Source: an optimization exercise on an open RTL-to-GDS flow (aim: small area). Production flows keep margins and buffers that such runs may drop.
Only simulation tests tie the RTL to the original design; equivalence was not proved.
Power and IR drop assume default switching activity.

==> flow/design.v <==
module fr_tone_rom (
    input  wire [6:0]  note,
    output reg  [10:0] freq
);
    always @(*) begin
        case (note)
            7'd0: freq = 11'd44;
            7'd1: freq = 11'd157;
            7'd2: freq = 11'd263;
            7'd3: freq = 11'd363;
            7'd4: freq = 11'd457;
            7'd5: freq = 11'd547;
            7'd6: freq = 11'd631;
            7'd7: freq = 11'd711;
            7'd8: freq = 11'd786;
            7'd9: freq = 11'd856;
            7'd10: freq = 11'd923;
            7'd11: freq = 11'd986;
            7'd12: freq = 11'd1046;
            7'd13: freq = 11'd1102;
            7'd14: freq = 11'd1155;
            7'd15: freq = 11'd1205;
            7'd16: freq = 11'd1253;
            7'd17: freq = 11'd1297;
            7'd18: freq = 11'd1339;
            7'd19: freq = 11'd1379;
            7'd20: freq = 11'd1417;
            7'd21: freq = 11'd1452;
            7'd22: freq = 11'd1486;
            7'd23: freq = 11'd1517;
            7'd24: freq = 11'd1547;
            7'd25: freq = 11'd1575;
            7'd26: freq = 11'd1602;
            7'd27: freq = 11'd1627;
            7'd28: freq = 11'd1650;
            7'd29: freq = 11'd1673;
            7'd30: freq = 11'd1694;
            7'd31: freq = 11'd1714;
            7'd32: freq = 11'd1732;
            7'd33: freq = 11'd1750;
            7'd34: freq = 11'd1767;
            7'd35: freq = 11'd1783;
            7'd36: freq = 11'd1798;
            7'd37: freq = 11'd1812;
            7'd38: freq = 11'd1825;
            7'd39: freq = 11'd1837;
            7'd40: freq = 11'd1849;
            7'd41: freq = 11'd1860;
            7'd42: freq = 11'd1871;
            7'd43: freq = 11'd1881;
            7'd44: freq = 11'd1890;
            7'd45: freq = 11'd1899;
            7'd46: freq = 11'd1907;
            7'd47: freq = 11'd1915;
            7'd48: freq = 11'd1923;
            7'd49: freq = 11'd1930;
            7'd50: freq = 11'd1936;
            7'd51: freq = 11'd1943;
            7'd52: freq = 11'd1949;
            7'd53: freq = 11'd1954;
            7'd54: freq = 11'd1959;
            7'd55: freq = 11'd1964;
            7'd56: freq = 11'd1969;
            7'd57: freq = 11'd1974;
            7'd58: freq = 11'd1978;
            7'd59: freq = 11'd1982;
            7'd60: freq = 11'd1985;
            7'd61: freq = 11'd1989;
            7'd62: freq = 11'd1992;
            7'd63: freq = 11'd1995;
            7'd64: freq = 11'd1998;
            7'd65: freq = 11'd2001;
            7'd66: freq = 11'd2004;
            7'd67: freq = 11'd2006;
            7'd68: freq = 11'd2009;
            7'd69: freq = 11'd2011;
            7'd70: freq = 11'd2013;
            7'd71: freq = 11'd2015;
            default: freq = 11'd0;
        endcase
    end
endmodule
module fr_noise_rom (
    input  wire [6:0] note,
    output reg  [7:0] ctrl
);
    always @(*) begin
        case (note)
            7'd0: ctrl = 8'hD7;
            7'd1: ctrl = 8'hD6;
            7'd2: ctrl = 8'hD5;
            7'd3: ctrl = 8'hD4;
            7'd4: ctrl = 8'hC7;
            7'd5: ctrl = 8'hC6;
            7'd6: ctrl = 8'hC5;
            7'd7: ctrl = 8'hC4;
            7'd8: ctrl = 8'hB7;
            7'd9: ctrl = 8'hB6;
            7'd10: ctrl = 8'hB5;
            7'd11: ctrl = 8'hB4;
            7'd12: ctrl = 8'hA7;
            7'd13: ctrl = 8'hA6;
            7'd14: ctrl = 8'hA5;
            7'd15: ctrl = 8'hA4;
            7'd16: ctrl = 8'h97;
            7'd17: ctrl = 8'h96;
            7'd18: ctrl = 8'h95;
            7'd19: ctrl = 8'h94;
            7'd20: ctrl = 8'h87;
            7'd21: ctrl = 8'h86;
            7'd22: ctrl = 8'h85;
            7'd23: ctrl = 8'h84;
            7'd24: ctrl = 8'h77;
            7'd25: ctrl = 8'h76;
            7'd26: ctrl = 8'h75;
            7'd27: ctrl = 8'h74;
            7'd28: ctrl = 8'h67;
            7'd29: ctrl = 8'h66;
            7'd30: ctrl = 8'h65;
            7'd31: ctrl = 8'h64;
            7'd32: ctrl = 8'h57;
            7'd33: ctrl = 8'h56;
            7'd34: ctrl = 8'h55;
            7'd35: ctrl = 8'h54;
            7'd36: ctrl = 8'h47;
            7'd37: ctrl = 8'h46;
            7'd38: ctrl = 8'h45;
            7'd39: ctrl = 8'h44;
            7'd40: ctrl = 8'h37;
            7'd41: ctrl = 8'h36;
            7'd42: ctrl = 8'h35;
            7'd43: ctrl = 8'h34;
            7'd44: ctrl = 8'h27;
            7'd45: ctrl = 8'h26;
            7'd46: ctrl = 8'h25;
            7'd47: ctrl = 8'h24;
            7'd48: ctrl = 8'h17;
            7'd49: ctrl = 8'h16;
            7'd50: ctrl = 8'h15;
            7'd51: ctrl = 8'h14;
            7'd52: ctrl = 8'h07;
            7'd53: ctrl = 8'h06;
            7'd54: ctrl = 8'h05;
            7'd55: ctrl = 8'h04;
            7'd56: ctrl = 8'h03;
            7'd57: ctrl = 8'h02;
            7'd58: ctrl = 8'h01;
            7'd59: ctrl = 8'h00;
            7'd60: ctrl = 8'h00;
            7'd61: ctrl = 8'h00;
            7'd62: ctrl = 8'h00;
            7'd63: ctrl = 8'h00;
            7'd64: ctrl = 8'h00;
            7'd65: ctrl = 8'h00;
            7'd66: ctrl = 8'h00;
            7'd67: ctrl = 8'h00;
            7'd68: ctrl = 8'h00;
            7'd69: ctrl = 8'h00;
            7'd70: ctrl = 8'h00;
            7'd71: ctrl = 8'h00;
            default: ctrl = 8'h00;
        endcase
    end
endmodule
module fr_channel #(
    parameter NOISE = 0
) (
    input  wire        clk,
    input  wire        rst,
    input  wire        sel,
    input  wire [11:0] we,
    input  wire [6:0]  b_note,
    input  wire        b_has,
    input  wire [10:0] b_cur,
    input  wire [1:0]  b_mode,
    input  wire [7:0]  b_speed,
    input  wire [7:0]  b_tune,
    input  wire [3:0]  b_ax,
    input  wire [3:0]  b_ay,
    input  wire [1:0]  b_aph,
    input  wire [3:0]  b_vsp,
    input  wire [3:0]  b_vex,
    input  wire [7:0]  b_vdl,
    input  wire [7:0]  b_vcnt,
    input  wire [3:0]  b_vtm,
    input  wire [1:0]  b_vph,
    input  wire [11:0] b_ip,
    output reg  [6:0]  note,
    output wire        has,
    output wire [10:0] cur,
    output wire [1:0]  mode,
    output wire [7:0]  speed,
    output wire [7:0]  tune,
    output reg  [3:0]  ax,
    output reg  [3:0]  ay,
    output reg  [1:0]  aph,
    output wire [3:0]  vsp,
    output wire [3:0]  vex,
    output wire [7:0]  vdl,
    output wire [7:0]  vcnt,
    output wire [3:0]  vtm,
    output wire [1:0]  vph,
    output wire [11:0] ip
);
    wire [11:0] en = {12{rst}} | ({12{sel}} & we);
    always @(posedge clk) begin
        if (en[0]) note <= b_note;
        if (en[4]) begin ax <= b_ax; ay <= b_ay; end
        if (en[5]) aph <= b_aph;
    end
    generate
        if (NOISE) begin : g_noise
            assign has = 1'b0;  assign cur = 11'd0; assign mode = 2'd0;
            assign speed = 8'd0; assign tune = 8'd0; assign vsp = 4'd0;
            assign vex = 4'd0;   assign vdl = 8'd0;  assign vcnt = 8'd0;
            assign vtm = 4'd0;   assign vph = 2'd0;  assign ip = 12'd0;
        end else begin : g_tone
            reg  has_r;
            reg  [10:0] cur_r;
            reg  [1:0]  mode_r;
            reg  [7:0]  speed_r;
            reg  [7:0]  tune_r;
            reg  [3:0]  vsp_r;
            reg  [3:0]  vex_r;
            reg  [7:0]  vdl_r;
            reg  [7:0]  vcnt_r;
            reg  [3:0]  vtm_r;
            reg  [1:0]  vph_r;
            reg  [11:0] ip_r;
            always @(posedge clk) begin
                if (en[0])  has_r <= b_has;
                if (en[1])  cur_r <= b_cur;
                if (en[2])  begin mode_r <= b_mode; speed_r <= b_speed; end
                if (en[3])  tune_r <= b_tune;
                if (en[6])  begin vsp_r <= b_vsp; vex_r <= b_vex; end
                if (en[7])  vdl_r <= b_vdl;
                if (en[8])  vcnt_r <= b_vcnt;
                if (en[9])  vtm_r <= b_vtm;
                if (en[10]) vph_r <= b_vph;
                if (en[11]) ip_r <= b_ip;
            end
            assign {has, cur, mode, speed, tune, vsp, vex, vdl, vcnt, vtm, vph, ip} = {has_r, cur_r, mode_r, speed_r, tune_r, vsp_r, vex_r, vdl_r, vcnt_r, vtm_r, vph_r, ip_r};
        end
    endgenerate
endmodule
module fr_add #(
    parameter W = 8
) (
    input  wire [W-1:0] a,
    input  wire [W-1:0] b,
    input  wire         ci,
    output wire [W-1:0] s,
    output wire         co
);
    wire [W:0] c;
    assign c[0] = ci;
    genvar i;
    generate
        for (i = 0; i < W; i = i + 1) begin : g_bit
            assign s[i]   = a[i] ^ b[i] ^ c[i];
            assign c[i+1] = (a[i] & b[i]) | (a[i] & c[i]) | (b[i] & c[i]);
        end
    endgenerate
    assign co = c[W];
endmodule
module fr_carry #(
    parameter W = 8
) (
    input  wire [W-1:0] a,
    input  wire [W-1:0] b,
    input  wire         ci,
    output wire         co
);
    wire [W:0] c;
    assign c[0] = ci;
    genvar i;
    generate
        for (i = 0; i < W; i = i + 1) begin : g_bit
            assign c[i+1] = (a[i] & b[i]) | (a[i] & c[i]) | (b[i] & c[i]);
        end
    endgenerate
    assign co = c[W];
endmodule
module fr_rsum (
    input  wire [7:0] d,
    input  wire [4:0] f,
    input  wire g,
    input  wire [10:0] c,
    input  wire [10:0] b,
    input  wire [11:0] e,
    output wire [13:0] rs,
    output wire [13:0] rc
);
    wire t1 = 1'b1 ^ d[0] ^ f[0];
    wire t2 = (1'b1 & d[0]) | (1'b1 & f[0]) | (d[0] & f[0]);
    wire t3 = g ^ c[0] ^ t1;
    wire t4 = (g & c[0]) | (g & t1) | (c[0] & t1);
    wire t5 = d[1] ^ f[1] ^ c[1];
    wire t6 = (d[1] & f[1]) | (d[1] & c[1]) | (f[1] & c[1]);
    wire t7 = t2 ^ t4 ^ t5;
    wire t8 = (t2 & t4) | (t2 & t5) | (t4 & t5);
    wire t9 = d[2] ^ f[2] ^ c[2];
    wire t10 = (d[2] & f[2]) | (d[2] & c[2]) | (f[2] & c[2]);
    wire t11 = t6 ^ t9 ^ t8;
    wire t12 = (t6 & t9) | (t6 & t8) | (t9 & t8);
    wire t13 = d[3] ^ f[3] ^ c[3];
    wire t14 = (d[3] & f[3]) | (d[3] & c[3]) | (f[3] & c[3]);
    wire t15 = t10 ^ t13 ^ t12;
    wire t16 = (t10 & t13) | (t10 & t12) | (t13 & t12);
    wire t17 = 1'b1 ^ d[4] ^ f[4];
    wire t18 = (1'b1 & d[4]) | (1'b1 & f[4]) | (d[4] & f[4]);
    wire t19 = c[4] ^ t17 ^ t14;
    wire t20 = (c[4] & t17) | (c[4] & t14) | (t17 & t14);
    wire t21 = 1'b1 ^ d[5] ^ c[5];
    wire t22 = (1'b1 & d[5]) | (1'b1 & c[5]) | (d[5] & c[5]);
    wire t23 = t18 ^ t21 ^ t20;
    wire t24 = (t18 & t21) | (t18 & t20) | (t21 & t20);
    wire t25 = 1'b1 ^ d[6] ^ c[6];
    wire t26 = (1'b1 & d[6]) | (1'b1 & c[6]) | (d[6] & c[6]);
    wire t27 = t22 ^ t25 ^ t24;
    wire t28 = (t22 & t25) | (t22 & t24) | (t25 & t24);
    wire t29 = d[7] ^ c[7] ^ t26;
    wire t30 = (d[7] & c[7]) | (d[7] & t26) | (c[7] & t26);
    wire t31 = 1'b1 ^ c[8] ^ t30;
    wire t32 = (1'b1 & c[8]) | (1'b1 & t30) | (c[8] & t30);
    wire t33 = 1'b1 ^ c[9] ^ t32;
    wire t34 = (1'b1 & c[9]) | (1'b1 & t32) | (c[9] & t32);
    wire t35 = 1'b1 ^ c[10] ^ t34;
    wire t36 = (1'b1 & c[10]) | (1'b1 & t34) | (c[10] & t34);
    wire t37 = t19 ^ b[4] ^ t16;
    wire t38 = (t19 & b[4]) | (t19 & t16) | (b[4] & t16);
    wire t39 = t23 ^ b[5];
    wire t40 = t23 & b[5];
    wire t41 = b[6] ^ t27;
    wire t42 = b[6] & t27;
    wire t43 = t29 ^ b[7] ^ t28;
    wire t44 = (t29 & b[7]) | (t29 & t28) | (b[7] & t28);
    wire t45 = t31 ^ b[8];
    wire t46 = t31 & b[8];
    wire t47 = b[9] ^ t33;
    wire t48 = b[9] & t33;
    wire t49 = b[10] ^ t35;
    wire t50 = b[10] & t35;
    wire t51 = 1'b1 ^ t36;
    wire t52 = 1'b1 & t36;
    wire t53 = t3 ^ b[0] ^ e[0];
    wire t54 = (t3 & b[0]) | (t3 & e[0]) | (b[0] & e[0]);
    wire t55 = t7 ^ b[1] ^ e[1];
    wire t56 = (t7 & b[1]) | (t7 & e[1]) | (b[1] & e[1]);
    wire t57 = t11 ^ b[2] ^ e[2];
    wire t58 = (t11 & b[2]) | (t11 & e[2]) | (b[2] & e[2]);
    wire t59 = b[3] ^ t15 ^ e[3];
    wire t60 = (b[3] & t15) | (b[3] & e[3]) | (t15 & e[3]);
    wire t61 = e[4] ^ t37;
    wire t62 = e[4] & t37;
    wire t63 = t39 ^ e[5] ^ t38;
    wire t64 = (t39 & e[5]) | (t39 & t38) | (e[5] & t38);
    wire t65 = t40 ^ e[6] ^ t41;
    wire t66 = (t40 & e[6]) | (t40 & t41) | (e[6] & t41);
    wire t67 = e[7] ^ t42 ^ t43;
    wire t68 = (e[7] & t42) | (e[7] & t43) | (t42 & t43);
    wire t69 = t45 ^ e[8] ^ t44;
    wire t70 = (t45 & e[8]) | (t45 & t44) | (e[8] & t44);
    wire t71 = t46 ^ e[9] ^ t47;
    wire t72 = (t46 & e[9]) | (t46 & t47) | (e[9] & t47);
    wire t73 = e[10] ^ t48 ^ t49;
    wire t74 = (e[10] & t48) | (e[10] & t49) | (t48 & t49);
    wire t75 = e[11] ^ t50 ^ t51;
    wire t76 = (e[11] & t50) | (e[11] & t51) | (t50 & t51);
    assign rs = {1'b1, t76, t74, t72, t70, t68, t66, t64, t62, t60, t58, t56, t54, t53};
    assign rc = {1'b0, t52, t75, t73, t71, t69, t67, t65, t63, t61, t59, t57, t55, 1'b0};
endmodule
module fr_osum (
    input  wire [13:0] r,
    input  wire [13:0] q,
    input  wire [10:0] a,
    output wire [13:0] s
);
    wire t1 = r[0] ^ q[0] ^ a[0];
    wire t2 = (r[0] & q[0]) | (r[0] & a[0]) | (q[0] & a[0]);
    wire t3 = r[1] ^ q[1] ^ a[1];
    wire t4 = (r[1] & q[1]) | (r[1] & a[1]) | (q[1] & a[1]);
    wire t5 = r[2] ^ q[2] ^ a[2];
    wire t6 = (r[2] & q[2]) | (r[2] & a[2]) | (q[2] & a[2]);
    wire t7 = r[3] ^ q[3] ^ a[3];
    wire t8 = (r[3] & q[3]) | (r[3] & a[3]) | (q[3] & a[3]);
    wire t9 = r[4] ^ q[4] ^ a[4];
    wire t10 = (r[4] & q[4]) | (r[4] & a[4]) | (q[4] & a[4]);
    wire t11 = r[5] ^ q[5] ^ a[5];
    wire t12 = (r[5] & q[5]) | (r[5] & a[5]) | (q[5] & a[5]);
    wire t13 = r[6] ^ q[6] ^ a[6];
    wire t14 = (r[6] & q[6]) | (r[6] & a[6]) | (q[6] & a[6]);
    wire t15 = r[7] ^ q[7] ^ a[7];
    wire t16 = (r[7] & q[7]) | (r[7] & a[7]) | (q[7] & a[7]);
    wire t17 = r[8] ^ q[8] ^ a[8];
    wire t18 = (r[8] & q[8]) | (r[8] & a[8]) | (q[8] & a[8]);
    wire t19 = r[9] ^ q[9] ^ a[9];
    wire t20 = (r[9] & q[9]) | (r[9] & a[9]) | (q[9] & a[9]);
    wire t21 = r[10] ^ q[10] ^ a[10];
    wire t22 = (r[10] & q[10]) | (r[10] & a[10]) | (q[10] & a[10]);
    wire t23 = r[11] ^ q[11] ^ t22;
    wire t24 = (r[11] & q[11]) | (r[11] & t22) | (q[11] & t22);
    wire t25 = r[12] ^ q[12] ^ t24;
    wire t26 = (r[12] & q[12]) | (r[12] & t24) | (q[12] & t24);
    wire t27 = r[13] ^ q[13] ^ t26;
    wire t28 = (r[13] & q[13]) | (r[13] & t26) | (q[13] & t26);
    wire t29 = t2 ^ t3;
    wire t30 = t2 & t3;
    wire t31 = t4 ^ t5 ^ t30;
    wire t32 = (t4 & t5) | (t4 & t30) | (t5 & t30);
    wire t33 = t6 ^ t7 ^ t32;
    wire t34 = (t6 & t7) | (t6 & t32) | (t7 & t32);
    wire t35 = t8 ^ t9 ^ t34;
    wire t36 = (t8 & t9) | (t8 & t34) | (t9 & t34);
    wire t37 = t10 ^ t11 ^ t36;
    wire t38 = (t10 & t11) | (t10 & t36) | (t11 & t36);
    wire t39 = t12 ^ t13 ^ t38;
    wire t40 = (t12 & t13) | (t12 & t38) | (t13 & t38);
    wire t41 = t14 ^ t15 ^ t40;
    wire t42 = (t14 & t15) | (t14 & t40) | (t15 & t40);
    wire t43 = t16 ^ t17 ^ t42;
    wire t44 = (t16 & t17) | (t16 & t42) | (t17 & t42);
    wire t45 = t18 ^ t19 ^ t44;
    wire t46 = (t18 & t19) | (t18 & t44) | (t19 & t44);
    wire t47 = t20 ^ t21 ^ t46;
    wire t48 = (t20 & t21) | (t20 & t46) | (t21 & t46);
    wire t49 = t23 ^ t48;
    wire t50 = t23 & t48;
    wire t51 = t25 ^ t50;
    wire t52 = t25 & t50;
    wire t53 = t27 ^ t52;
    wire t54 = t27 & t52;
    assign s = {t53, t51, t49, t47, t45, t43, t41, t39, t37, t35, t33, t31, t29, t1};
endmodule
module freqres4 (
    input  wire        clk,
    input  wire        rst,
    input  wire [2:0]  cmd_op,
    input  wire [1:0]  cmd_ch,
    input  wire [7:0]  cmd_arg0,
    input  wire [7:0]  cmd_arg1,
    input  wire [1:0]  cmd_flags,
    output reg         out_valid,
    output reg  [1:0]  out_ch,
    output wire [10:0] out_freq
);
    localparam OP_NOTE   = 3'd1;
    localparam OP_EFFECT = 3'd2;
    localparam OP_USEINS = 3'd3;
    localparam OP_STEP   = 3'd4;
    localparam MODE_NONE  = 2'd0;
    localparam MODE_UP    = 2'd1;   
    localparam MODE_DOWN  = 2'd2;   
    localparam MODE_PORTA = 2'd3;   
    wire is_note = (cmd_op == OP_NOTE);
    wire is_eff  = (cmd_op == OP_EFFECT);
    wire is_ins  = (cmd_op == OP_USEINS);
    wire is_step = (cmd_op == OP_STEP);
    wire e08   = is_eff && (cmd_arg1 == 8'h08);
    wire e_sl  = is_eff && (cmd_arg1 == 8'h09 || cmd_arg1 == 8'h0A || cmd_arg1 == 8'h0B);
    wire e0C   = is_eff && (cmd_arg1 == 8'h0C);
    wire e0D   = is_eff && (cmd_arg1 == 8'h0D);
    wire e0E   = is_eff && (cmd_arg1 == 8'h0E);
    wire [11:0] we;
    wire [6:0]  b_note;
    wire        b_has;
    wire [10:0] b_cur;
    wire [1:0]  b_mode;
    wire [7:0]  b_speed, b_tune;
    wire [3:0]  b_ax, b_ay;
    wire [1:0]  b_aph;
    wire [3:0]  b_vsp, b_vex;
    wire [7:0]  b_vdl, b_vcnt;
    wire [3:0]  b_vtm;
    wire [1:0]  b_vph;
    wire [11:0] b_ip;
    wire [6:0]  q_note [0:3];
    wire        q_has  [0:3];
    wire [10:0] q_cur  [0:3];
    wire [1:0]  q_mode [0:3];
    wire [7:0]  q_speed[0:3];
    wire [7:0]  q_tune [0:3];
    wire [3:0]  q_ax   [0:3];
    wire [3:0]  q_ay   [0:3];
    wire [1:0]  q_aph  [0:3];
    wire [3:0]  q_vsp  [0:3];
    wire [3:0]  q_vex  [0:3];
    wire [7:0]  q_vdl  [0:3];
    wire [7:0]  q_vcnt [0:3];
    wire [3:0]  q_vtm  [0:3];
    wire [1:0]  q_vph  [0:3];
    wire [11:0] q_ip   [0:3];
    genvar c;
    generate
        for (c = 0; c < 4; c = c + 1) begin : g_ch
            fr_channel #(.NOISE(c == 3 ? 1 : 0)) u_ch (
                .clk(clk), .rst(rst), .sel(cmd_ch == c), .we(we),
                .b_note(b_note), .b_has(b_has), .b_cur(b_cur), .b_mode(b_mode),
                .b_speed(b_speed), .b_tune(b_tune), .b_ax(b_ax), .b_ay(b_ay),
                .b_aph(b_aph), .b_vsp(b_vsp), .b_vex(b_vex), .b_vdl(b_vdl),
                .b_vcnt(b_vcnt), .b_vtm(b_vtm), .b_vph(b_vph), .b_ip(b_ip),
                .note(q_note[c]), .has(q_has[c]), .cur(q_cur[c]), .mode(q_mode[c]),
                .speed(q_speed[c]), .tune(q_tune[c]), .ax(q_ax[c]), .ay(q_ay[c]),
                .aph(q_aph[c]), .vsp(q_vsp[c]), .vex(q_vex[c]), .vdl(q_vdl[c]),
                .vcnt(q_vcnt[c]), .vtm(q_vtm[c]), .vph(q_vph[c]), .ip(q_ip[c])
            );
        end
    endgenerate
    wire [3:0] chs = {cmd_ch == 2'd3, cmd_ch == 2'd2, cmd_ch == 2'd1, cmd_ch == 2'd0};
    function [11:0] rd4;
        input [3:0]  s;
        input [11:0] v0, v1, v2, v3;
        rd4 = ({12{s[0]}} & v0) | ({12{s[1]}} & v1) | ({12{s[2]}} & v2) | ({12{s[3]}} & v3);
    endfunction
    function [11:0] rd3;
        input [3:0]  s;
        input [11:0] v0, v1, v2;
        rd3 = ({12{s[0]}} & v0) | ({12{s[1]}} & v1) | ({12{s[2]}} & v2);
    endfunction
    wire [6:0]  r_note  = rd4(chs, q_note[0], q_note[1], q_note[2], q_note[3]);
    wire [3:0]  r_ax    = rd4(chs, q_ax[0], q_ax[1], q_ax[2], q_ax[3]);
    wire [3:0]  r_ay    = rd4(chs, q_ay[0], q_ay[1], q_ay[2], q_ay[3]);
    wire [1:0]  r_aph   = rd4(chs, q_aph[0], q_aph[1], q_aph[2], q_aph[3]);
    wire        r_has   = rd3(chs, q_has[0], q_has[1], q_has[2]);
    wire [10:0] r_cur   = rd3(chs, q_cur[0], q_cur[1], q_cur[2]);
    wire [1:0]  r_mode  = rd3(chs, q_mode[0], q_mode[1], q_mode[2]);
    wire [7:0]  r_speed = rd3(chs, q_speed[0], q_speed[1], q_speed[2]);
    wire [7:0]  r_tune  = rd3(chs, q_tune[0], q_tune[1], q_tune[2]);
    wire [3:0]  r_vsp   = rd3(chs, q_vsp[0], q_vsp[1], q_vsp[2]);
    wire [3:0]  r_vex   = rd3(chs, q_vex[0], q_vex[1], q_vex[2]);
    wire [7:0]  r_vdl   = rd3(chs, q_vdl[0], q_vdl[1], q_vdl[2]);
    wire [7:0]  r_vcnt  = rd3(chs, q_vcnt[0], q_vcnt[1], q_vcnt[2]);
    wire [3:0]  r_vtm   = rd3(chs, q_vtm[0], q_vtm[1], q_vtm[2]);
    wire [1:0]  r_vph   = rd3(chs, q_vph[0], q_vph[1], q_vph[2]);
    wire [11:0] r_ip    = rd3(chs, q_ip[0], q_ip[1], q_ip[2]);
    wire [6:0]  n2;
    wire [10:0] tone_a, tone_b;
    wire [7:0]  noise_b;
    fr_tone_rom  u_rom_a (.note(is_note ? cmd_arg0[6:0] : r_note), .freq(tone_a));
    fr_tone_rom  u_rom_b (.note(n2), .freq(tone_b));
    fr_noise_rom u_rom_n (.note(n2), .ctrl(noise_b));
    wire [10:0] target = {11{r_has}} & tone_a;
    wire [11:0] p_sum;
    wire        p_co;
    fr_add #(12) u_padd (.a(r_ip), .b({{4{cmd_arg1[7]}}, cmd_arg1}), .ci(1'b0), .s(p_sum), .co(p_co));
    wire        p_ovf = (r_ip[11] == cmd_arg1[7]) && (p_sum[11] != r_ip[11]);
    wire [11:0] ip_new = !cmd_flags[1] ? r_ip :
                         p_ovf ? {r_ip[11], {11{!r_ip[11]}}} : p_sum;
    wire m_po = (r_mode == MODE_PORTA);
    wire gt;   
    fr_carry #(11) u_gt (.a(target), .b(~r_cur), .ci(1'b0), .co(gt));
    wire dir_up = (r_mode == MODE_UP) || (m_po && gt);
    wire nd = !dir_up;
    wire [10:0] g_s;
    wire        g_co;
    fr_add #(11) u_gadd (.a(r_cur), .b({{3{nd}}, r_speed ^ {8{nd}}}), .ci(nd), .s(g_s), .co(g_co));
    wire g_ovf = g_co ^ nd;     
    wire g_c;                   
    fr_carry #(11) u_reach (.a(g_s), .b(~target), .ci(dir_up), .co(g_c));
    wire g_reach = g_ovf || (g_c ^ nd);
    wire g_clamp = m_po ? g_reach : g_ovf;
    wire [10:0] g_bound = m_po ? target : {11{dir_up}};
    wire [10:0] cur_new = g_clamp ? g_bound : g_s;
    wire       arp_on = (r_ax != 4'd0) || (r_ay != 4'd0);
    wire [3:0] eff_off = ({4{r_aph == 2'd1}} & r_ax) | ({4{r_aph == 2'd2}} & r_ay);
    wire [1:0] aph_next = {r_aph[0], !(r_aph[1] || r_aph[0])};
    wire [7:0] inst_arp = cmd_flags[0] ? cmd_arg0 : 8'd0;
    wire [6:0] ne;
    wire       ne_co;
    fr_add #(7) u_nadd (.a(r_note), .b({3'b000, eff_off}), .ci(1'b0), .s(ne), .co(ne_co));
    wire [7:0] ns;
    wire       ns_co;
    fr_add #(8) u_nadd2 (.a({1'b0, ne}), .b({!inst_arp[7], inst_arp[6:0]}), .ci(1'b0), .s(ns), .co(ns_co));
    wire n_neg = !ns_co && !ns[7];                                    
    wire n_big = ns_co || (ns[7] && ns[6] && (ns[5] || ns[4] || ns[3]));  
    assign n2 = n_neg ? 7'd0 : n_big ? 7'd71 : ns[6:0];
    wire vib_on  = (r_vsp != 4'd0) && (r_vex != 4'd0);
    wire vcnt0   = (r_vcnt == 8'd0);
    wire vib_act = vib_on && vcnt0;
    wire v_pos = vib_act && (r_vph == 2'd1);
    wire v_neg = vib_act && (r_vph == 2'd3);
    wire [4:0] vib_f = {!v_neg, ({4{v_pos}} & r_vex) | ({4{v_neg}} & ~r_vex)};
    wire [3:0] vtm_inc;
    wire       vtm_co;
    fr_add #(4) u_vtm (.a(r_vtm), .b(4'd0), .ci(1'b1), .s(vtm_inc), .co(vtm_co));
    wire vwrap = (vtm_inc == r_vsp);
    wire [7:0] vcnt_dec;
    wire       vcnt_co;
    fr_add #(8) u_vcnt (.a(r_vcnt), .b(8'hFF), .ci(1'b0), .s(vcnt_dec), .co(vcnt_co));
    wire [13:0] rs_s, rs_c;
    fr_rsum u_rsum (.b(tone_b), .c(~tone_a), .d(r_tune),
                    .e({!ip_new[11], ip_new[10:0]}), .f(vib_f), .g(v_neg), .rs(rs_s), .rc(rs_c));
    wire porta_hold = m_po && cmd_flags[0];
    assign we[0]  = is_note;
    assign we[1]  = is_step || (is_note && !porta_hold);
    assign we[2]  = e_sl;
    assign we[3]  = e0E;
    assign we[4]  = e08;
    assign we[5]  = is_note || e08 || (is_step && arp_on);
    assign we[6]  = e0C;
    assign we[7]  = e0D;
    assign we[8]  = is_note || (is_step && vib_on && !vcnt0);
    assign we[9]  = is_note || e0C || (is_step && vib_act);
    assign we[10] = is_note || e0C || (is_step && vib_act && vwrap);
    assign we[11] = is_ins || (is_step && cmd_flags[1]);
    wire [7:0] a0 = {8{!rst}} & cmd_arg0;
    assign b_note  = a0[6:0];
    assign b_has   = !rst;
    assign b_cur   = {11{!rst}} & (is_note ? tone_a : cur_new);
    assign b_mode  = {2{!rst && cmd_arg0 != 8'd0}} & cmd_arg1[1:0];
    assign b_speed = a0;
    assign b_tune  = {rst || cmd_arg0[7], a0[6:0]};   
    assign b_ax    = a0[7:4];
    assign b_ay    = a0[3:0];
    assign b_aph   = {2{!rst && is_step}} & aph_next;
    assign b_vsp   = a0[7:4];
    assign b_vex   = a0[3:0];
    assign b_vdl   = a0;
    assign b_vcnt  = {8{!rst}} & (is_note ? r_vdl : vcnt_dec);
    assign b_vtm   = {4{!rst && is_step && !vwrap}} & vtm_inc;
    assign b_vph   = {2{!rst && is_step}} & (r_vph + 2'd1);
    assign b_ip    = {12{!rst && is_step}} & ip_new;
    reg [13:0] ro_s, ro_c;
    always @(posedge clk) begin
        out_valid <= !rst && is_step;
        out_ch    <= cmd_ch;
        ro_s      <= chs[3] ? {6'd0, noise_b} : rs_s;
        ro_c      <= {14{!chs[3]}} & rs_c;
    end
    wire [3:0] ochs = {out_ch == 2'd3, out_ch == 2'd2, out_ch == 2'd1, out_ch == 2'd0};
    wire [10:0] o_cur = rd3(ochs, q_cur[0], q_cur[1], q_cur[2]);
    wire [13:0] f_sum;
    fr_osum u_osum (.r(ro_s), .q(ro_c), .a(o_cur), .s(f_sum));
    assign out_freq = f_sum[13] ? 11'd0 :
                      (f_sum[12] || f_sum[11]) ? 11'd2047 : f_sum[10:0];
endmodule
==> flow/flow/run.sh <==
#!/bin/bash
# The standard layout (standard.sh), with the synthesis script replaced by
# flow/area_synth.tcl (the same synthesis, but ABC maps for area) and CTS
# without dummy loads.
set -euo pipefail
W=$PWD
export CTS_ARGS="-sink_clustering_enable -repair_clock_nets -dont_use_dummy_load -buf_list sky130_fd_sc_hd__clkbuf_8 -sink_clustering_size 18 -sink_clustering_max_diameter 80"
export BUFFER_PORTS_ARGS="-buffer_cell sky130_fd_sc_hd__buf_2"
sed "s#SYNTH_SCRIPT=[^ ]*#SYNTH_SCRIPT=$W/flow/area_synth.tcl#" standard.sh > area_standard.sh
grep -q "SYNTH_SCRIPT=$W/flow/area_synth.tcl" area_standard.sh
bash area_standard.sh > layout.log 2>&1
==> flow/flow/abc_area.script <==
strash; dc2; dch -f; amap; topo; stime -c; dnsize -c
==> flow/flow/area_synth.tcl <==
# The standard synthesis (synth_recipe.tcl in the work folder), except that
# ABC maps the combinational logic with an area-oriented script and only full
# adders are extracted as adder cells. Flip-flops are
# mapped before ABC runs, so the registers are the standard synthesis's.
set area_flow_dir [file dirname [file normalize [info script]]]
set ::area_abc_script [file join $area_flow_dir abc_area.script]
proc abc {args} {
  set i [lsearch -exact $args -script]
  if { $i >= 0 } {
    lset args [expr { $i + 1 }] $::area_abc_script
  }
  yosys abc {*}$args
}
proc extract_fa {args} {
  yosys extract_fa -fa {*}$args
}
source [file join [file dirname $area_flow_dir] synth_recipe.tcl]
==> flow/standard.sh <==
#!/bin/bash
# synth_recipe.tcl (not shown) runs the flow's synth.tcl, then flattens the netlist and writes it again
# the make line also repeats each setting of config.mk as NAME=value (left out here)
make -C /OpenROAD-flow-scripts/flow DESIGN_CONFIG=/design/flow/config.mk WORK_HOME=/design/flow/orfs CLKGATE_MAP_FILE= SYNTH_SCRIPT=/design/flow/synth_recipe.tcl "${@:-finish}"
==> flow/config.mk <==
export PLATFORM = sky130hd
export DESIGN_NAME = freqres4
export DESIGN_NICKNAME = freqres4
export VERILOG_FILES = /design/flow/design.v
export SDC_FILE = /design/flow/constraint.sdc
export NUM_CORES = 4
export LEC_CHECK = 0
export ABC_AREA = 1
export CAP_MARGIN = 20
export CORE_MARGIN = 2
export CORE_UTILIZATION = 60
export SLEW_MARGIN = 20
==> flow/constraint.sdc <==
create_clock -name core_clock -period 15.0 [get_ports {clk}]
set_input_delay 3.0000 -clock core_clock [delete_from_list [all_inputs] [get_ports {clk}]]
set_output_delay 3.0000 -clock core_clock [all_outputs]
set_load 0.01 [all_outputs]
==> results of run 1 <==
## path summary, 6_finish.rpt
kind	startpoint	to	depth (start not counted)
max	cmd_op[0]	g_ch[1].u_ch.g_tone.cur_r[5]	58
min	g_ch[1].u_ch.g_tone.vdl_r[0]	g_ch[1].u_ch.g_tone.vcnt_r[0]	2
max reg2reg	g_ch[0].u_ch.note[1]	g_ch[1].u_ch.g_tone.cur_r[5]	56
min reg2reg	g_ch[1].u_ch.g_tone.vdl_r[0]	g_ch[1].u_ch.g_tone.vcnt_r[0]	2
## cells by family after synthesis
group,Yosys count,synth area share (%)
AO/OA/AOI/OAI,420,18.8
adder cells (fa/ha/maj),75,9.37
buffers and inverters,182,4.26
flip-flops,313,56.9
AND/OR/NAND/NOR,397,10.7
## flip-flops by register name (all words and copies together) (netlist names)
signal,count
g_ch.u_ch.aph,8
g_ch.u_ch.ax,16
g_ch.u_ch.ay,16
g_ch.u_ch.g_tone.cur_r,33
g_ch.u_ch.g_tone.has_r,3
g_ch.u_ch.g_tone.ip_r,36
g_ch.u_ch.g_tone.mode_r,6
g_ch.u_ch.g_tone.speed_r,24
g_ch.u_ch.g_tone.tune_r,24
g_ch.u_ch.g_tone.vcnt_r,24
g_ch.u_ch.g_tone.vdl_r,24
g_ch.u_ch.g_tone.vex_r,12
g_ch.u_ch.g_tone.vph_r,6
g_ch.u_ch.g_tone.vsp_r,12
g_ch.u_ch.g_tone.vtm_r,12
g_ch.u_ch.note,28
out_ch,2
out_valid,1
ro_c,12
ro_s,14
## report_power, final
part           switching (mW)  internal (mW)  leakage (nW)  total, mW
logic                   0.753          0.447          2.74       1.20
registers              0.0336           1.07          3.06       1.11
clock network           0.244          0.132         0.158      0.376
total                    1.03           1.65          5.97       2.68
## worst min-delay path, cell delays in order (launching register included)
cell and delay, ns:
edfxtp_1 0.37, nand3_1 0.07, a31oi_1 0.10
## cell type report
cell class                 instances  area [sq um]  area share [%]
clock buffer                      22           303            1.74
inverter                         182           683            3.92
multi-input combinational        892          6280            36.0
sequential                       313          9110            52.2
tap                              335           419            2.40
timing repair buffer             100           651            3.73
## per-stage QoR
step / cells / setup WS [ns] / hold WS [ns] / cell area [sq um] / util, %
floorplan: 1387 / 0.213 / 0.650 / 16100 / -
CTS: 1843 / 1.63 / 0.733 / 17400 / 66.7
detailed placement: 1821 / 1.10 / 0.713 / 17100 / 65.6
finish: 1844 / 1.41 / 0.724 / 17400 / 66.7
global route: 1844 / 0.503 / 0.777 / 17400 / 66.7
global placement: 1820 / 1.32 / 0.711 / 17100 / 65.5
## Yosys cell counts (4+ instances only)
cell type | count | area, sq um
a22oi_1 | 15 | 113
nand2_1 | 89 | 334
a21boi_0 | 8 | 60.1
o21ai_0 | 103 | 515
and3_1 | 4 | 25.0
o22a_1 | 4 | 35.0
o221a_1 | 4 | 45.0
a221oi_1 | 12 | 105
nand2b_1 | 4 | 25.0
a22o_1 | 6 | 52.6
nor2_1 | 197 | 739
nor3_1 | 26 | 130
a31oi_1 | 28 | 175
edfxtp_1 | 284 | 8530
clkinv_1 | 182 | 683
nand3_1 | 19 | 95.1
dfxtp_1 | 29 | 581
a211oi_1 | 6 | 45.0
o221ai_1 | 10 | 87.6
a21oi_1 | 48 | 240
o32a_1 | 4 | 40.0
o22ai_1 | 26 | 163
a222oi_1 | 86 | 861
fa_1 | 75 | 1500
or3_1 | 10 | 62.6
o21bai_1 | 11 | 82.6
nor2b_1 | 14 | 87.6
o21a_1 | 26 | 195
or2_0 | 26 | 163
nor4_1 | 4 | 25.0
## routing by layer
layer	GRT usage, %	wire (um)	vias to the layer above
li1	-	-	5503
met5	0	0	-
met3	4.21	4160	65
met2	52.1	21200	728
met1	45.0	17500	6001
met4	8.02	946	0
## cell usage in the layout (no fill, tap or decap), drive strengths merged, types with 19 or more instances in the layout
cell / count
edfxtp: 284
nor2: 197
clkinv: 182
o21ai: 103
buf: 99
nand2: 89
a222oi: 86
fa: 75
a21oi: 48
dfxtp: 29
a31oi: 28
or2: 26
o21a: 26
nor3: 26
o22ai: 26
clkbuf: 23
nand3: 19
==> results.ini, run 1 <==
[die]
die_height_um = 167
die_width_um = 167
floorplan.initialDensity_pct = 61.3
die_area_sq_um = 28000
rows = 59
io_pins = 39
fp.coreArea_sq_um = 26100

[yosys]
synth_enable_flop_cells = 284
netlist_instances = 1387
seq_area_frac_synth_pct = 56.9
async_set_reset_flop_share_out_of_synthesis_pct = 0
synth_ff_type = edfxtp_1
syn-mean-instance-area_sq_um = 11.5
ys.warnings.count = 5
synth_cell_types = 45
synth.ff_latch_count = 313
mappedNetlistNets = 1487
syn-cell-area_sq_um = 16000

[final_layout]
diodes = 0
final.fill_count = 2012
final_layout_size_suffix_gt1_share_pct = 8.55
final_layout_net_count = 1611
synthToLayoutAreaGrowth_pct = 8.88

[setup_path]
worst_path_fanout_max = 18
cp.arrival_ns = 13.92
cp_data_required_time_ns = 15.32
crit_path_end_kind = flop
critical_path.n_buffers_inverters = 11
worst-r2r-setup-slack_ns = 4.07
timing.critical_path.mode_cell = nor2_1
worst_setup_path_start_kind = input port
worst_path_dominant_cell_family = adder cells
critPathSlowestCell = o22ai_1
slowest_delay_ns = 0.57
criticalPathCategory = in -> reg

[clock_network]
cts.path.max_buffers = 3
cts.reportedPaths.clkPinSlew_ns = 0.10
cts_root_buf = clkbuf_8
cts-hold-fix-buffers = 0
post-cts-setup-buffers = 0
post_cts_resized = 0
tritoncts_clock_tree = built
cts-buffers-inserted = 22
clk_latency_ns = 0.56
h_tree_depth = 1
cts_sinks = 313

[drt]
dr.first_iter.drc_count = 1891
detail_route.first_pass.iterations = 19
post_drt_wl_per_cell_um = 23.7
detail-route-antenna-nets = 0
routed_wirelength_mm = 43.8
post-route-drc-count = 0
vias_per_cell = 6.67
detailroute.via_count = 12297

[hold_path]
min_path_type = reg -> reg

[timing]
fmax_ghz = 0.0736
setup_total_negative_slack_ns = 0
timing.clock.skew_ns = 0.0782
slew-limit-headroom_pct = 36.0
maxSlewViolCount = 0
final.min_clock_period_ns = 13.59
final_hold_vio_count = 0
final_min_period_over_clock_period_pct = 90.6
setup_violations = 0
grt_setup_unrepaired = false
max_slew.worst_pin.slew_ns = 0.953

[power]
cellPowerDensity_nw_per_um2 = 154
peakVddDrop_mv = 0.104
p_total_mw = 2.68
leakagePower_nw = 5.97

[place]
place.port_buffers = 38
place.gp.congestion = 1.01
dp.final_hpwl_mm = 32.0

[job]
maxCapViolCount = 0

[outcome]
status = timing/DRC/antenna clean

[grt]
grt_overflow_total = 0
grt_antenna_before_repair = 0
grt_pass1_vias = 11898
grt_first_pass_wirelength_mm = 68.3
grt_max_degree = 42
grt_usage_pct = 31.6

==> inputs of run 2 (changes only) <==
==> flow/flow/abc_area.script (replaced) <==
strash; &get -n; &deepsyn -T 30; &put; dch -f; amap; topo; stime -c; buffer -c; upsize -c; dnsize -c
==> results.ini, run 2 <==
[outcome]
status = timing/DRC/antenna clean

[grt]
grt_max_degree = 44
global_route.peak_usage_layer = met2
grt_antenna_before_repair = 0
global_route.usage.met2_pct = 49.5
grt_usage_pct = 31.6
grt_use_met3_pct = 3.68
gr-usage-met1_pct = 46.5
grt_pass1_vias = 11552
grt_overflow_total = 0
grt_first_pass_wirelength_mm = 68.2

[timing]
grt_setup_unrepaired = false
setup_total_negative_slack_ns = 0
final_hold_vio_count = 0
maxSlewViolCount = 0
final_min_period_over_clock_period_pct = 88.7
finalWorstSetupSlack_ns = 1.70
setup_violations = 0
fmax_ghz = 0.0752
max_slew.worst_pin.slew_ns = 1.07
timing.clock.skew_ns = 0.0524
slew-limit-headroom_pct = 28.7
final.min_clock_period_ns = 13.30

[yosys]
mappedNetlistNets = 1577
ys_top_cells_by_area = edfxtp_1 (52%), fa_1 (9.1%), nor2_1 (6.2%), a222oi_1 (4.1%), inv_1 (4.0%)
area_leader_netlist = edfxtp_1
seq_area_frac_synth_pct = 55.3
post-synth-top-count-cell = edfxtp_1
synth_ff_type = edfxtp_1
synth_largest_type_area_fraction_pct = 51.8
synth.ff_latch_count = 313
netlist_instances = 1477
synth_cell_types = 70
syn-mean-instance-area_sq_um = 11.2
async_set_reset_flop_share_out_of_synthesis_pct = 0
synth_enable_flop_cells = 284
syn-cell-area_sq_um = 16500
ys.warnings.count = 5
synth_top_cells_by_count = edfxtp_1 (284), nor2_1 (272), inv_1 (176)

[clock_network]
post_cts_resized = 0
cts_root_buf = clkbuf_8
cts.path.max_buffers = 3
h_tree_depth = 1
tritoncts_clock_tree = built
post-cts-setup-buffers = 0
cts-buffers-inserted = 22
cts-hold-fix-buffers = 0
clk_latency_ns = 0.57
cts_sinks = 313
cts.reportedPaths.clkPinSlew_ns = 0.10

[final_layout]
register_ranked_first_by_flip_flop_count = g_ch.u_ch.g_tone.ip_r
layout_commonest_cell = edfxtp_1
final_layout_size_suffix_gt1_share_pct = 11.6
mostFrequentLayoutCells = edfxtp_1 (284), nor2_1 (266), inv_1 (176)
final_layout_net_count = 1609
diodes = 0
synthToLayoutAreaGrowth_pct = 5.58
layout_top_registers = g_ch.u_ch.g_tone.ip_r (36), g_ch.u_ch.g_tone.cur_r (33), g_ch.u_ch.note (28)
largest_reg_flops = 36
layout.cells.non_filler = 1848

[die]
die_area_sq_um = 28800
die_width_um = 170
fp.coreArea_sq_um = 27000
die_height_um = 170
rows = 60
floorplan.initialDensity_pct = 61.1
io_pins = 39

[setup_path]
r2r_end = g_ch[0].u_ch.g_tone.cur_r[0]
worst-r2r-setup-slack_ns = 4.68
criticalPathCategory = in -> reg
timing.rr.start = g_ch[3].u_ch.note[0]
critPathSlowestCell = o22ai_2
cp.arrival_ns = 13.64
worst_path_fanout_max = 28
cp_data_required_time_ns = 15.34
crit_path_end_kind = flop
worst_setup_path_start_kind = input port
timing.critical_path.mode_cell = fa_1
slowest_delay_ns = 0.59
r2r_cells = 55

[power]
peakVddDrop_mv = 0.106
leakagePower_nw = 6.42
cellPowerDensity_nw_per_um2 = 166

[place]
dp.final_hpwl_mm = 32.7
dp_slack_ns = 1.38
place.port_buffers = 38
place.gp.congestion = 1.02
count_of_placed_standard_cells_including_taps = 1826

[hold_path]
min_path_type = reg -> reg
worst_hold_startpoint = g_ch[1].u_ch.g_tone.vph_r[0]
hold_end = g_ch[1].u_ch.g_tone.vph_r[0]
hold-path-cell-count = 3

[drt]
detailroute.via_count = 12203
detail_route.first_pass.iterations = 6
post_drt_wl_per_cell_um = 24.4
detail-route-antenna-nets = 0
routed_wirelength_mm = 45.1
post-route-drc-count = 0
dr.first_iter.drc_count = 1816
vias_per_cell = 6.60

[job]
maxCapViolCount = 0

==> run 2: cell types whose count changed after synthesis, sizes merged, moves of 14 or more <==
cell / change
nand2: -19
a222oi: -18
o22ai: +23
nor2: +92
o21ai: -37
inv: +200
clkbuf: +38
clkinv: -179
a31oi: -14
buf: +22
==> run 2: through the flow <==
step           utilization (%)  total power [mW]  hold WS, ns  instance area [sq um]
6_report                  64.5              2.89        0.746                  17400
5_1_grt                   64.5              3.10        0.808                  17400
4_1_cts                   64.5              2.87        0.747                  17400
3_5_place_dp              63.4              2.50        0.734                  17100
3_3_place_gp              63.4              2.50        0.730                  17100
2_1_floorplan                -              2.10        0.673                  16500
==> run 2: how the worst max path moves through the flow <==
stage	start	end	cells after the start
floorplan	cmd_op[0]	g_ch[0].u_ch.g_tone.cur_r[1]	54
global placement	cmd_ch[1]	g_ch[0].u_ch.g_tone.cur_r[0]	57
detailed placement	cmd_ch[1]	g_ch[0].u_ch.g_tone.cur_r[2]	59
CTS	cmd_ch[1]	g_ch[0].u_ch.g_tone.cur_r[0]	59
global route	cmd_ch[1]	g_ch[1].u_ch.g_tone.cur_r[5]	59
finish	cmd_ch[1]	g_ch[0].u_ch.g_tone.cur_r[0]	59
==> run 2: layout make-up <==
cell class	instances	area [sq um]
Fill cell	2060	9550
Sequential cell	313	9110
Multi-Input combinational cell	901	6380
Inverter	203	769
Tap cell	341	427
Timing Repair Buffer	68	413
Clock buffer	22	303
==> run 2: worst max-delay path, delay by kind of cell <==
family                   cells  cell delay, ns
buffers and inverters       12            1.67
AO/OA/AOI/OAI               19            3.07
AND/OR/NAND/NOR             18            2.30
adder cells (fa/ha/maj)     10            3.56
==> run 2: cell families after synthesis <==
kind of cell               Yosys count  synth area share [%]
adders and majority gates           75                  9.11
buffers and inverters              263                  6.17
and+or+nand+nor                    444                  11.9
DFF                                313                  55.3
AOI/OAI and AO/OA                  382                  17.5
==> run 2: power breakdown <==
part           switching, mW  internal, mW
Sequential            0.0310          1.08
Combinational          0.902         0.495
Clock                  0.250         0.132
==> run 2: layer usage <==
metal,vias up,wire [um]
met4,0,1610
li1,5454,-
met1,5951,18700
met5,-,0
met2,711,20500
met3,87,4250
==> inputs of run 3 (changes only) <==
==> flow/flow/abc_area.script (replaced) <==
strash; dc2; dch -f; amap; topo; stime -c; buffer -c; upsize -c; dnsize -c
==> results.ini, run 3 <==
[outcome]
status = timing/DRC/antenna clean

[clock_network]
cts_root_buf = clkbuf_8
cts-buffers-inserted = 21
h_tree_depth = 1
post_cts_resized = 0
tritoncts_clock_tree = built
cts.path.max_buffers = 3
cts_sinks = 313
cts.reportedPaths.clkPinSlew_ns = 0.10
cts-hold-fix-buffers = 0
clk_latency_ns = 0.56
post-cts-setup-buffers = 0

[final_layout]
multi_input_comb_area_sq_um = 6380
finalCoreUtilization_pct = 64.8
synthToLayoutAreaGrowth_pct = 6.20
largest_reg_flops = 36
layout_commonest_cell = edfxtp_1
final_layout_size_suffix_gt1_share_pct = 11.2
mostFrequentLayoutCells = edfxtp_1 (284), nor2_1 (180), inv_1 (167)
flip_flop_and_latch_area_sq_um = 9110
register_ranked_first_by_flip_flop_count = g_ch.u_ch.g_tone.ip_r
layout_top_registers = g_ch.u_ch.g_tone.ip_r (36), g_ch.u_ch.g_tone.cur_r (33), g_ch.u_ch.note (28)
final_layout_net_count = 1599
diodes = 0
final.fill_count = 2124

[yosys]
syn-mean-instance-area_sq_um = 11.3
synth_cell_types = 65
mappedNetlistNets = 1560
synth_ff_type = edfxtp_1
seq_area_frac_synth_pct = 55.4
area_leader_netlist = edfxtp_1
ys_top_cells_by_area = edfxtp_1 (52%), fa_1 (9.1%), a222oi_1 (5.2%), nor2_1 (4.2%), inv_1 (3.8%)
netlist_instances = 1460
post-synth-top-count-cell = edfxtp_1
synth_largest_type_area_fraction_pct = 51.9
ys.warnings.count = 5
synth_enable_flop_cells = 284
synth.ff_latch_count = 313
async_set_reset_flop_share_out_of_synthesis_pct = 0
synth_top_cells_by_count = edfxtp_1 (284), nor2_1 (183), inv_1 (167)
syn-cell-area_sq_um = 16400

[drt]
detail-route-antenna-nets = 0
post_drt_wl_per_cell_um = 24.0
routed_wirelength_mm = 44.0
detail_route.first_pass.iterations = 6
detailroute.via_count = 12164
vias_per_cell = 6.62
dr.first_iter.drc_count = 1670
post-route-drc-count = 0

[setup_path]
timing.critical_path.mode_cell = fa_1
critical_path.n_buffers_inverters = 7
critPathSlowestCell = nor2_4
criticalPathCategory = in -> reg
cp_data_required_time_ns = 15.35
worst_setup_path_start_kind = input port
crit_path_end_kind = flop
worst_path_fanout_max = 27
r2r_end = g_ch[2].u_ch.g_tone.cur_r[3]
cp.arrival_ns = 13.97
timing.rr.start = g_ch[0].u_ch.note[2]
worst_path_dominant_cell_family = simple AND/OR/NAND/NOR gates
r2r_cells = 51
slowest_delay_ns = 0.61
worst-r2r-setup-slack_ns = 4.02

[hold_path]
min_path_type = reg -> reg
hold_end = g_ch[2].u_ch.aph[0]
hold-path-cell-count = 3
worst_hold_startpoint = g_ch[1].u_ch.aph[0]

[power]
p_total_mw = 2.68
leakagePower_nw = 6.60
cellPowerDensity_nw_per_um2 = 153
peakVddDrop_mv = 0.104

[die]
die_height_um = 170
die_area_sq_um = 28700
io_pins = 39
floorplan.initialDensity_pct = 61.0
fp.coreArea_sq_um = 27000
die_width_um = 170
rows = 60

[job]
maxCapViolCount = 0

[grt]
grt_pass1_vias = 11802
grt_max_degree = 63
grt_overflow_total = 0
grt_usage_pct = 30.8
grt_first_pass_wirelength_mm = 66.9
grt_antenna_before_repair = 0

[place]
place.gp.congestion = 0.991
dp.final_hpwl_mm = 31.5
place.port_buffers = 38
dp_slack_ns = 0.943

[timing]
setup_violations = 0
finalWorstSetupSlack_ns = 1.38
timing.clock.skew_ns = 0.0334
maxSlewViolCount = 0
grt_setup_unrepaired = false
fmax_ghz = 0.0734
holdWs_ns = 0.701
slew-limit-headroom_pct = 25.3
final.min_clock_period_ns = 13.62
max_slew.worst_pin.slew_ns = 1.12
final_hold_vio_count = 0
setup_total_negative_slack_ns = 0
final_min_period_over_clock_period_pct = 90.8

==> run 3: cell types whose count changed after synthesis, moves of 14 or more <==
| cell | before | now |
|---|---|---|
| a222oi_1 | 68 | 86 |
| a31oi_1 | 14 | 28 |
| clkbuf_1 | 38 | 57 |
| nand2_1 | 69 | 89 |
| nor2_1 | 272 | 183 |
| o21ai_0 | 46 | 101 |
| o21ai_1 | 17 | 1 |
| o22ai_1 | 43 | 21 |
==> run 3: cell type report <==
cell class / instances / area share, %
Tap cell: 341 / 2.44
Timing Repair Buffer: 89 / 3.28
Clock buffer: 21 / 1.65
Inverter: 182 / 3.94
Multi-Input combinational cell: 892 / 36.5
Sequential cell: 313 / 52.2
==> run 3: report_power, final <==
part / leakage, nW / switching [mW] / internal, mW
clock network: 0.151 / 0.242 / 0.126
registers: 3.06 / 0.0336 / 1.07
logic: 3.39 / 0.758 / 0.444
total: 6.60 / 1.03 / 1.64
==> run 3: how the worst max path moves through the flow <==
stage                         start                            to  cells past startpoint
after global routing      cmd_ch[1]  g_ch[2].u_ch.g_tone.cur_r[3]                     55
after floorplan           cmd_ch[0]  g_ch[0].u_ch.g_tone.cur_r[0]                     56
after detailed placement  cmd_ch[1]  g_ch[1].u_ch.g_tone.cur_r[3]                     55
final                     cmd_ch[1]  g_ch[2].u_ch.g_tone.cur_r[3]                     55
after global placement    cmd_ch[1]  g_ch[0].u_ch.g_tone.cur_r[3]                     53
after CTS                 cmd_ch[1]  g_ch[2].u_ch.g_tone.cur_r[3]                     53
==> run 3: worst reg2reg max path: cells and delay by family, from the launching register on <==
family | cells | cell delay (ns)
AO/OA/AOI/OAI | 17 | 2.89
adder cells (fa/ha/maj) | 10 | 3.50
buffers and inverters | 6 | 0.61
flip-flops | 1 | 0.38
AND/OR/NAND/NOR | 18 | 3.38
==> run 3: kinds of logic after synthesis <==
group           share of synthesized area (%)
compound gates                           18.6
flops                                    55.4
buf+inv                                  5.93
fa+ha+maj                                9.13
simple gates                             10.9
==> run 3: metrics by stage <==
stage	cells	cell area, sq um
floorplan	1460	16400
global placement	1817	17200
detailed placement	1817	17200
CTS	1838	17500
global route	1838	17500
finish	1838	17500
==> run 3: metal layers <==
metal / wire (um) / track usage [%] / share of wire, % / vias up
met2: 20400 / 49.4 / 46 / 675
met1: 17600 / 43.0 / 40 / 5925
li1: - / - / - / 5467
met5: 0 / 0 / 0 / -
met4: 1920 / 12.6 / 4.4 / 0
met3: 4170 / 4.17 / 9.5 / 97
==> inputs of run 4 (changes only) <==
--- a/flow/flow/run.sh
+++ b/flow/flow/run.sh
@@ -5,7 +5,7 @@
 set -euo pipefail
 W=$PWD
 export CTS_ARGS="-sink_clustering_enable -repair_clock_nets -dont_use_dummy_load -buf_list sky130_fd_sc_hd__clkbuf_8 -sink_clustering_size 18 -sink_clustering_max_diameter 80"
-export BUFFER_PORTS_ARGS="-buffer_cell sky130_fd_sc_hd__buf_2"
+export BUFFER_PORTS_ARGS="-buffer_cell sky130_fd_sc_hd__buf_1"
 sed "s#SYNTH_SCRIPT=[^ ]*#SYNTH_SCRIPT=$W/flow/area_synth.tcl#" standard.sh > area_standard.sh
 grep -q "SYNTH_SCRIPT=$W/flow/area_synth.tcl" area_standard.sh
 bash area_standard.sh > layout.log 2>&1
--- a/flow/config.mk
+++ b/flow/config.mk
@@ -6,7 +6,7 @@
 export NUM_CORES = 4
 export LEC_CHECK = 0
 export ABC_AREA = 1
-export CAP_MARGIN = 20
+export CAP_MARGIN = 5
 export CORE_MARGIN = 2
 export CORE_UTILIZATION = 60
-export SLEW_MARGIN = 20
+export SLEW_MARGIN = 5
==> results.ini, run 4 <==
[outcome]
status = timing/DRC/antenna clean

[clock_network]
h_tree_depth = 1
post-cts-setup-buffers = 0
cts.reportedPaths.clkPinSlew_ns = 0.10
cts-hold-fix-buffers = 0
cts-buffers-inserted = 21
post_cts_resized = 0
cts.path.max_buffers = 3
tritoncts_clock_tree = built
clk_latency_ns = 0.56
cts_sinks = 313
cts_root_buf = clkbuf_8

[final_layout]
register_ranked_first_by_flip_flop_count = g_ch.u_ch.g_tone.ip_r
diodes = 0
final_layout_size_suffix_gt1_share_pct = 9.05
final_layout_net_count = 1605
mostFrequentLayoutCells = edfxtp_1 (284), nor2_1 (180), inv_1 (167)
finalCoreUtilization_pct = 64.8
largest_reg_flops = 36
layout_top_registers = g_ch.u_ch.g_tone.ip_r (36), g_ch.u_ch.g_tone.cur_r (33), g_ch.u_ch.note (28)
synthToLayoutAreaGrowth_pct = 6.19
layout_commonest_cell = edfxtp_1

[yosys]
ys_top_cells_by_area = edfxtp_1 (52%), fa_1 (9.1%), a222oi_1 (5.2%), nor2_1 (4.2%), inv_1 (3.8%)
seq_area_frac_synth_pct = 55.4
synth_enable_flop_cells = 284
mappedNetlistNets = 1560
area_leader_netlist = edfxtp_1
ys.warnings.count = 5
synth_top_cells_by_count = edfxtp_1 (284), nor2_1 (183), inv_1 (167)
syn-cell-area_sq_um = 16400
syn-mean-instance-area_sq_um = 11.3
netlist_instances = 1460
synth.ff_latch_count = 313
async_set_reset_flop_share_out_of_synthesis_pct = 0
synth_cell_types = 65
synth_largest_type_area_fraction_pct = 51.9
post-synth-top-count-cell = edfxtp_1
synth_ff_type = edfxtp_1

[setup_path]
crit_path_end_kind = flop
worst-r2r-setup-slack_ns = 4.28
worst_path_fanout_max = 30
critPathSlowestCell = nor2_4
cp_data_required_time_ns = 15.37
cp.arrival_ns = 14.03
slowest_delay_ns = 0.70
timing.critical_path.mode_cell = fa_1
worst_setup_path_start_kind = input port
criticalPathCategory = in -> reg

[drt]
post-route-drc-count = 0
routed_wirelength_mm = 44.3
detail-route-antenna-nets = 0
dr.first_iter.drc_count = 1690
vias_per_cell = 6.63
post_drt_wl_per_cell_um = 24.0
detailroute.via_count = 12231
detail_route.first_pass.iterations = 8

[die]
die_height_um = 170
die_width_um = 170
die_area_sq_um = 28700
io_pins = 39
floorplan.initialDensity_pct = 61.0
rows = 60
fp.coreArea_sq_um = 27000

[grt]
grt_first_pass_wirelength_mm = 67.5
grt_usage_pct = 31.1
grt_max_degree = 62
grt_overflow_total = 0
grt_use_met3_pct = 4.38
gr-usage-met1_pct = 44.1
grt_antenna_before_repair = 0
grt_pass1_vias = 11708
global_route.peak_usage_layer = met2
global_route.usage.met2_pct = 50.5

[timing]
grt_setup_unrepaired = false
maxSlewViolCount = 0
fmax_ghz = 0.0732
max_slew.worst_pin.slew_ns = 1.12
final.min_clock_period_ns = 13.66
slew-limit-headroom_pct = 25.3
timing.clock.skew_ns = 0.0363
setup_violations = 0
final_hold_vio_count = 0
final_min_period_over_clock_period_pct = 91.1
setup_total_negative_slack_ns = 0

[job]
maxCapViolCount = 0

[place]
place.gp.congestion = 1.06
place.port_buffers = 38
dp.final_hpwl_mm = 31.7

[power]
leakagePower_nw = 6.52
p_total_mw = 2.66
peakVddDrop_mv = 0.0879
cellPowerDensity_nw_per_um2 = 153

[hold_path]
min_path_type = reg -> reg

==> run 4: path summary, 6_finish.rpt <==
path,depth (start not counted),startpoint,end
max,51,cmd_ch[1],g_ch[2].u_ch.g_tone.cur_r[3]
min reg2reg,2,g_ch[1].u_ch.g_tone.vdl_r[0],g_ch[1].u_ch.g_tone.vcnt_r[0]
max reg2reg,50,g_ch[0].u_ch.note[2],g_ch[2].u_ch.g_tone.cur_r[3]
min,2,g_ch[1].u_ch.g_tone.vdl_r[0],g_ch[1].u_ch.g_tone.vcnt_r[0]
==> run 4: through the flow <==
stage	setup WS (ns)	cell area (sq um)	cells	hold WS [ns]
after global routing	0.561	17500	1844	0.756
after detailed placement	1.02	17200	1823	0.718
after global placement	1.09	17200	1823	0.669
final	1.34	17500	1844	0.732
after floorplan	3.24	16400	1460	0.656
after CTS	1.62	17500	1844	0.730
==> run 4: kinds of logic (layout without fill, tap and decap cells) <==
logic type	after synthesis	after routing	synth area share, %
adder cells (fa/ha/maj)	75	75	9.13
flip-flops	313	313	55.4
AO/OA/AOI/OAI	420	420	18.6
AND/OR/NAND/NOR	397	397	10.9
buffers and inverters	255	298	5.93
==> run 4: layout make-up <==
class	count	area, sq um
Tap cell	341	427
Sequential cell	313	9110
Fill cell	2107	9490
Multi-Input combinational cell	892	6380
Clock buffer	21	289
Timing Repair Buffer	95	571
Inverter	182	688
==> run 4: worst max-delay path: cells and delay by family <==
kind            cells  cell delay, ns
compound gates     15            2.86
fa+ha+maj          10            3.47
buf+inv            10            1.63
simple gates       16            3.04
==> run 4: report_power, final <==
group | internal (mW) | switching, mW | leakage [nW]
clock | 0.126 | 0.242 | 0.151
combinational | 0.432 | 0.757 | 3.31
sequential | 1.07 | 0.0345 | 3.06
==> run 4: routing by layer <==
| metal | up-vias | wire length, um |
|---|---|---|
| met5 | - | 0 |
| met4 | 0 | 1350 |
| met3 | 88 | 4020 |
| met2 | 706 | 20900 |
| met1 | 5951 | 18000 |
| li1 | 5486 | - |
==> inputs of run 5 (changes only) <==
==> flow/flow/run.sh (replaced) <==
#!/bin/bash
# The standard layout (standard.sh), with the synthesis script replaced by
# flow/area_synth.tcl (the same synthesis, but ABC maps for area) and CTS
# without dummy loads.
set -euo pipefail
W=$PWD
export CTS_ARGS="-sink_clustering_enable -repair_clock_nets -dont_use_dummy_load -buf_list sky130_fd_sc_hd__clkbuf_4 -sink_clustering_size 10 -sink_clustering_max_diameter 60"
export BUFFER_PORTS_ARGS="-buffer_cell sky130_fd_sc_hd__buf_2"
sed "s#SYNTH_SCRIPT=[^ ]*#SYNTH_SCRIPT=$W/flow/area_synth.tcl#" standard.sh > area_standard.sh
grep -q "SYNTH_SCRIPT=$W/flow/area_synth.tcl" area_standard.sh
bash area_standard.sh > layout.log 2>&1
--- a/flow/config.mk
+++ b/flow/config.mk
@@ -6,7 +6,7 @@
 export NUM_CORES = 4
 export LEC_CHECK = 0
 export ABC_AREA = 1
-export CAP_MARGIN = 5
+export CAP_MARGIN = 20
 export CORE_MARGIN = 2
 export CORE_UTILIZATION = 60
-export SLEW_MARGIN = 5
+export SLEW_MARGIN = 20
==> results.ini, run 5 <==
[die]
die_width_um = 170
die_area_sq_um = 28700
floorplan.initialDensity_pct = 61.0
fp.coreArea_sq_um = 27000
rows = 60

[grt]
grt_antenna_before_repair = 1
grt_first_pass_wirelength_mm = 67.4
grt_max_degree = 63

[job]
maxCapViolCount = 0

[power]
switching_power_mw = 1.05
power.share.combinational_pct = 44.9
power.share.sequential_pct = 41.3
peakVddDrop_mv = 0.108
power.clock.fraction_pct = 13.9
power.share.switching_pct = 39.1

[setup_path]
critical_path.n_buffers_inverters = 7
crit_path_end_kind = flop
worst_path_dominant_cell_family = simple AND/OR/NAND/NOR gates
worst_path_fanout_max = 27
cp_data_required_time_ns = 15.45
critPathSlowestCell = nor2_4
worst_setup_path_start_kind = input port
cp.arrival_ns = 13.97
criticalPathCategory = in -> reg
timing.critical_path.mode_cell = fa_1

[final_layout]
layout_top_registers = g_ch.u_ch.g_tone.ip_r (36), g_ch.u_ch.g_tone.cur_r (33), g_ch.u_ch.note (28)
final_layout_size_suffix_gt1_share_pct = 12.2
finalCoreUtilization_pct = 64.8
final_layout_net_count = 1616
layout_commonest_cell = edfxtp_1
register_ranked_first_by_flip_flop_count = g_ch.u_ch.g_tone.ip_r
largest_reg_flops = 36

[outcome]
status = timing/DRC/antenna clean

[timing]
slew-limit-headroom_pct = 19.9
maxSlewViolCount = 0
setup_total_negative_slack_ns = 0
fmax_ghz = 0.0740
grt_setup_unrepaired = false
final.min_clock_period_ns = 13.52
final_hold_vio_count = 0

[drt]
dr.first_iter.drc_count = 1731
vias_per_cell = 6.53
detail_route.first_pass.iterations = 6
detailroute.via_count = 12128
post_drt_wl_per_cell_um = 23.8
routed_wirelength_mm = 44.3
detail-route-antenna-nets = 0
post-route-drc-count = 0

[yosys]
seq_area_frac_synth_pct = 55.4
ys_top_cells_by_area = edfxtp_1 (52%), fa_1 (9.1%), a222oi_1 (5.2%), nor2_1 (4.2%), inv_1 (3.8%)
mappedNetlistNets = 1560
synth_ff_type = edfxtp_1
syn-mean-instance-area_sq_um = 11.3
ys.warnings.count = 5
synth_largest_type_area_fraction_pct = 51.9
syn-cell-area_sq_um = 16400
synth_cell_types = 65
post-synth-top-count-cell = edfxtp_1

[place]
dp.final_hpwl_mm = 31.5
place.gp.congestion = 0.991
place.port_buffers = 38
dp_slack_ns = 0.943

[clock_network]
clk_latency_ns = 0.68
h_tree_depth = 2
post-cts-setup-buffers = 0
tritoncts_clock_tree = built
cts_root_buf = clkbuf_4
cts.path.max_buffers = 3
cts_sinks = 313
cts-buffers-inserted = 38

[hold_path]
min_path_type = reg -> reg

## run 5: changes by cell type in the layout (fill, tap and decap cells not counted), sizes merged
| cell | before | now |
|---|---|---|
| diode | 0 | 1 |
| clkbuf | 21 | 38 |
| buf | 95 | 89 |
## run 5: worst paths after layout
path | startpoint | end | slack (ns) | cells after the start
max | cmd_ch[1] | g_ch[1].u_ch.g_tone.cur_r[3] | 1.48 | 55
min | g_ch[2].u_ch.g_tone.vdl_r[5] | g_ch[2].u_ch.g_tone.vcnt_r[5] | 0.72 | 2
max reg2reg | g_ch[0].u_ch.note[2] | g_ch[1].u_ch.g_tone.cur_r[3] | 4.13 | 51
min reg2reg | g_ch[2].u_ch.g_tone.vdl_r[5] | g_ch[2].u_ch.g_tone.vcnt_r[5] | 0.72 | 2
## run 5: cell type report
cell class / instances / area (sq um) / share of cell area, %
Sequential cell: 313 / 9110 / 52.2
Multi-Input combinational cell: 892 / 6380 / 36.5
Inverter: 182 / 688 / 3.94
Timing Repair Buffer: 89 / 573 / 3.28
Tap cell: 341 / 427 / 2.44
Clock buffer: 38 / 285 / 1.63
Antenna cell: 1 / 2.50 / 0.0143
## run 5: cells by family after synthesis
group,synth area share (%)
adders and majority gates,9.13
buffers and inverters,5.93
DFF,55.4
AOI/OAI and AO/OA,18.6
and+or+nand+nor,10.9
## run 5: power groups by stage
stage	registers (mW)	clock network [mW]	logic, mW
floorplan	1.11	0	0.836
global placement	1.12	0	1.18
detailed placement	1.13	0	1.19
CTS	1.11	0.379	1.19
global route	1.11	0.407	1.35
finish	1.11	0.372	1.20
## run 5: metrics by stage
| stage | area (sq um) | instances |
|---|---|---|
| floorplan | 16400 | 1460 |
| global placement | 17200 | 1817 |
| detailed placement | 17200 | 1817 |
| CTS | 17500 | 1855 |
| global route | 17500 | 1856 |
| finish | 17500 | 1856 |
## run 5: layer usage
layer | vias up | wire (um) | GRT usage (%)
met3 | 109 | 4200 | 4.80
met2 | 665 | 20400 | 49.7
li1 | 5511 | - | -
met4 | 0 | 1860 | 13.3
met5 | - | 0 | 0
met1 | 5843 | 17800 | 43.1
## run 5: worst register-to-register path, delay by kind of cell (launching register included)
| family | cells | cell delay (ns) |
|---|---|---|
| buffers and inverters | 6 | 0.60 |
| AOI/OAI and AO/OA | 17 | 2.90 |
| and+or+nand+nor | 18 | 3.36 |
| DFF | 1 | 0.38 |
| adders and majority gates | 10 | 3.50 |

## afterwards: timing with drivers on the ports
No port has a modelled driver above. Below, the same layouts with a new extraction and two added sets of constraints.
Step 1, drivers: a clkbuf_16 drives clk and a buf_2 each remaining input, both assumed.
Step 2 times the ports against the registers' clock, not the clock port: input delays grow and output delays shrink by t, the midpoint of the rising clock arrivals with the driver on.
Three values: ideal ports, drivers, drivers and shift; two values: the first two.
| run | shift t [ns] | setup slack, ns |
|---|---|---|
| run 1 | 0.577 | 1.407 / 1.436 / 0.860 |
| run 2 | 0.594 | 1.698 / 1.723 / 1.129 |
| run 3 | 0.585 | 1.377 / 1.397 / 0.812 |
| run 4 | 0.592 | 1.336 / 1.358 / 0.766 |
| run 5 | 0.659 | 1.478 / 1.492 / 0.832 |
After both steps setup and hold are still met in every run listed.
